From an optimization exercise on the open Yosys and OpenROAD flow, aimed at small area, a short achievable clock period and few clock cycles per item; shortcuts taken in it are not production practice.
Where RTL was checked, it was by simulation tests only, not by an equivalence proof against the original.
Power is estimated from default activity; no workload was simulated.

Setup of P:
==> flow/design.v (excerpt) <==
module vm_alu (
    input  wire        clk,
    input  wire        rst,
    input  wire        in_valid,
    output wire        in_ready,
    input  wire [7:0]  in_op,
    input  wire [63:0] in_a,
    input  wire [63:0] in_b,
    output reg         out_valid,
    output reg  [63:0] out_result,
    output reg         out_err
);
    function [64:0] add64(input [63:0] a, input [63:0] b, input cin);
        reg [63:0] g, p, p0;
        integer l, i;
        begin
            p0 = a ^ b;
            g  = a & b;
            p  = p0;
            g[0] = g[0] | (p0[0] & cin);
            for (l = 0; l < 6; l = l + 1)
                for (i = 0; i < 64; i = i + 1)
                    if (((i + 1) % (1 << (l + 1))) == 0) begin
                        g[i] = g[i] | (p[i] & g[i - (1 << l)]);
                        p[i] = p[i] & p[i - (1 << l)];
                    end
            for (l = 4; l >= 0; l = l - 1)
                for (i = 0; i < 64; i = i + 1)
                    if (((i + 1) % (1 << (l + 1))) == (1 << l) && i >= (1 << (l + 1))) begin
                        g[i] = g[i] | (p[i] & g[i - (1 << l)]);
                        p[i] = p[i] & p[i - (1 << l)];
                    end
            add64 = {g[63], p0 ^ {g[62:0], cin}};
        end
    endfunction
    function [63:0] booth(input [63:0] x, input one, input two, input neg);
        booth = ((x & {64{one}}) | ({x[62:0], 1'b0} & {64{two}})) ^ {64{neg}};
    endfunction
    function [2:0] benc(input [2:0] b);
        benc = {b[1] ^ b[0], (b[2] & ~b[1] & ~b[0]) | (~b[2] & b[1] & b[0]), b[2]};
    endfunction
    function [5:0] msb(input [63:0] w);
        reg [31:0] w5;
        reg [15:0] w4;
        reg [7:0]  w3;
        reg [3:0]  w2;
        reg [1:0]  w1;
        begin
            msb[5] = |w[63:32];
            w5     = msb[5] ? w[63:32] : w[31:0];
            msb[4] = |w5[31:16];
            w4     = msb[4] ? w5[31:16] : w5[15:0];
            msb[3] = |w4[15:8];
            w3     = msb[3] ? w4[15:8] : w4[7:0];
            msb[2] = |w3[7:4];
            w2     = msb[2] ? w3[7:4] : w3[3:0];
            msb[1] = |w2[3:2];
            w1     = msb[1] ? w2[3:2] : w2[1:0];
            msb[0] = w1[1];
  ...
For scale: ~210 I/O pins, roughly 29,000 µm² of cells after synthesis.
Settings: LEC_CHECK=0, ABC_AREA=1, CAP_MARGIN=20, CORE_MARGIN=2, CORE_UTILIZATION=45, SETUP_SLACK_MARGIN=2, SLEW_MARGIN=20, TNS_END_PERCENT=10; clock period 8.0 ns.
run.sh (not shown) runs the stock make flow with config.mk's settings and CLKGATE_MAP_FILE= SYNTH_SCRIPT=/design/flow/synth_recipe.tcl, a recipe that flattens the netlist after the stock synthesis.
Testbench counts of P, summed over its fixed seeds: cycles 68,943, ops 12,000.
What Q does differently from P at the input level:
diff --git a/flow/config.mk b/flow/config.mk
--- a/flow/config.mk
+++ b/flow/config.mk
@@ -12,3 +12,2 @@
 export SETUP_SLACK_MARGIN = 2
 export SLEW_MARGIN = 20
-export TNS_END_PERCENT = 10
==> run summary <==
In terms of total number of vias, Q and P differ only marginally. Comparing P and Q, post-route clock period utilization is higher on P. Q -> P: via density per instance flat. Per the comparison of Q with P, met3 layer usage reported by global route did not really move; power consumption comparable; maximum frequency up 1.9 MHz; share of the core filled with cells now sits higher; flip-flop and latch share of the layout cell area comparable. Looking at P and Q, the routed wire length is a wash.
> inputs changed (Q -> R)
diff --git a/flow/config.mk b/flow/config.mk
--- a/flow/config.mk
+++ b/flow/config.mk
@@ -10,4 +10,5 @@
 export CORE_MARGIN = 2
 export CORE_UTILIZATION = 45
+export CTS_BUF_LIST = sky130_fd_sc_hd__clkbuf_4 sky130_fd_sc_hd__clkbuf_8
 export SETUP_SLACK_MARGIN = 2
 export SLEW_MARGIN = 20
Findings:
On total via count in the routed design, the higher figure sits with R, not Q. Share of the final layout cell area in sequential cells: Q vs R — no meaningful difference. Taking Q as the reference, in R final critical delay including setup and external delays went up, cell area after technology mapping stayed essentially flat, met1 wire length rose 0.32%, cell count climbed 40, final design instance area without fill increased 340 µm². Diff Q -> R: clock network power consumption neither gained nor lost much; combinational cell fraction of total power +0.7 points; arrival time at the worst endpoint higher; number of antenna diodes picked up an extra 1.

Starting RTL as in the previous note.
Design vm_alu, start of the top module:
module vm_alu (
    input  wire        clk,
    input  wire        rst,
    input  wire        in_valid,
    output wire        in_ready,
    input  wire [7:0]  in_op,
    input  wire [63:0] in_a,
    input  wire [63:0] in_b,
    output reg         out_valid,
    output reg  [63:0] out_result,
    output reg         out_err
);
clock: 8.0 ns
lec_check: 0
abc_area: 1
cap_margin: 20
core_margin: 2
core_utilization: 45
setup_slack_margin: 1.5
slew_margin: 20
Testbench counts at the start, summed over its fixed seeds: cycles 68,943, ops 12,000.
Edit:
--- a/flow/config.mk
+++ b/flow/config.mk
@@ -8,6 +8,6 @@
 export ABC_AREA = 1
-export CAP_MARGIN = 20
+export CAP_MARGIN = 10
 export CORE_MARGIN = 2
 export CORE_UTILIZATION = 45
-export SETUP_SLACK_MARGIN = 1.5
-export SLEW_MARGIN = 20
+export SETUP_SLACK_MARGIN = 2
+export SLEW_MARGIN = 10
What happened: Power is higher by about 3%; sequential cell count stays the same; global-route usage is higher by 1.0 points; routed wire length is higher by about 2.2%; die area is unchanged; core utilization is higher by 2.0 points; non-clock buffer count is higher by 61; count of clock-buffer cells in the layout stays the same; synthesized area stays the same; sequential power barely changes.

vm_alu, a different RTL version from the one above (not shown whole).
Size in the first run: roughly 4400 cells after synthesis, about 230 flip-flops, roughly 210 I/O pins, roughly 0.029 mm2 of cells after synthesis.
export LEC_CHECK = 0
export ABC_AREA = 1
export CAP_MARGIN = 20
export CORE_MARGIN = 2
export CORE_UTILIZATION = 40
export SETUP_SLACK_MARGIN = 2.5
export SLEW_MARGIN = 20
create_clock -name core_clock -period 8.0 [get_ports {clk}]
Next try:
- SETUP_SLACK_MARGIN: 2.5 -> 1.5
The changed run finished clean.
Clock skew decreases by 0.0068 ns.
Sequential power climbs by about 2%.
First-iteration DRC count came out lower by 11%.
Power drops by 13%.
Register-to-register slack gets worse by 0.15 ns.
Setup slack got worse by 0.27 ns.
Synthesized area is unchanged.
Clock power shrinks by about 6%.
Wire length drops by 10%.
Utilization goes down by 6.1 points.
Sequential cell count stays the same.
No functional check of the RTL was part of any run of this note.

==> static timing again, ports no longer ideal <==
Ports are ideal in the flow. The routed layouts listed here were re-timed in OpenROAD.
Step 1 (the two cells are an assumption about what drives the block):
set clk [get_ports {clk}]
set_driving_cell -lib_cell sky130_fd_sc_hd__clkbuf_16 $clk
set_driving_cell -lib_cell sky130_fd_sc_hd__buf_2 [delete_from_list [all_inputs] $clk]
Step 2 times the ports against the registers' clock, not the clock port: input delays grow and output delays shrink by t, the midpoint of the rising clock arrivals with the driver on.
Three values: no drivers, after step 1, after step 2; two values: the first two.
run	t (ns)	setup WS [ns]	latest minus earliest clock arrival (ns)
P	0.663	1.996 / 1.996 / 1.996	0.034 / 0.033
Q	0.662	2.066 / 2.066 / 2.066	0.034 / 0.034
R	0.766	1.964 / 1.964 / 1.964	0.039 / 0.039
the first run of note 2	0.663	1.769 / 1.769 / 1.769	0.029 / 0.029
the second run of note 2	0.662	2.066 / 2.066 / 2.066	0.034 / 0.034
the first run of note 3	0.641	1.869 / 1.869 / 1.869	0.031 / 0.031
the second run of note 3	0.712	1.597 / 1.527 / 1.719	0.025 / 0.024
After both steps every run listed still meets setup and hold.
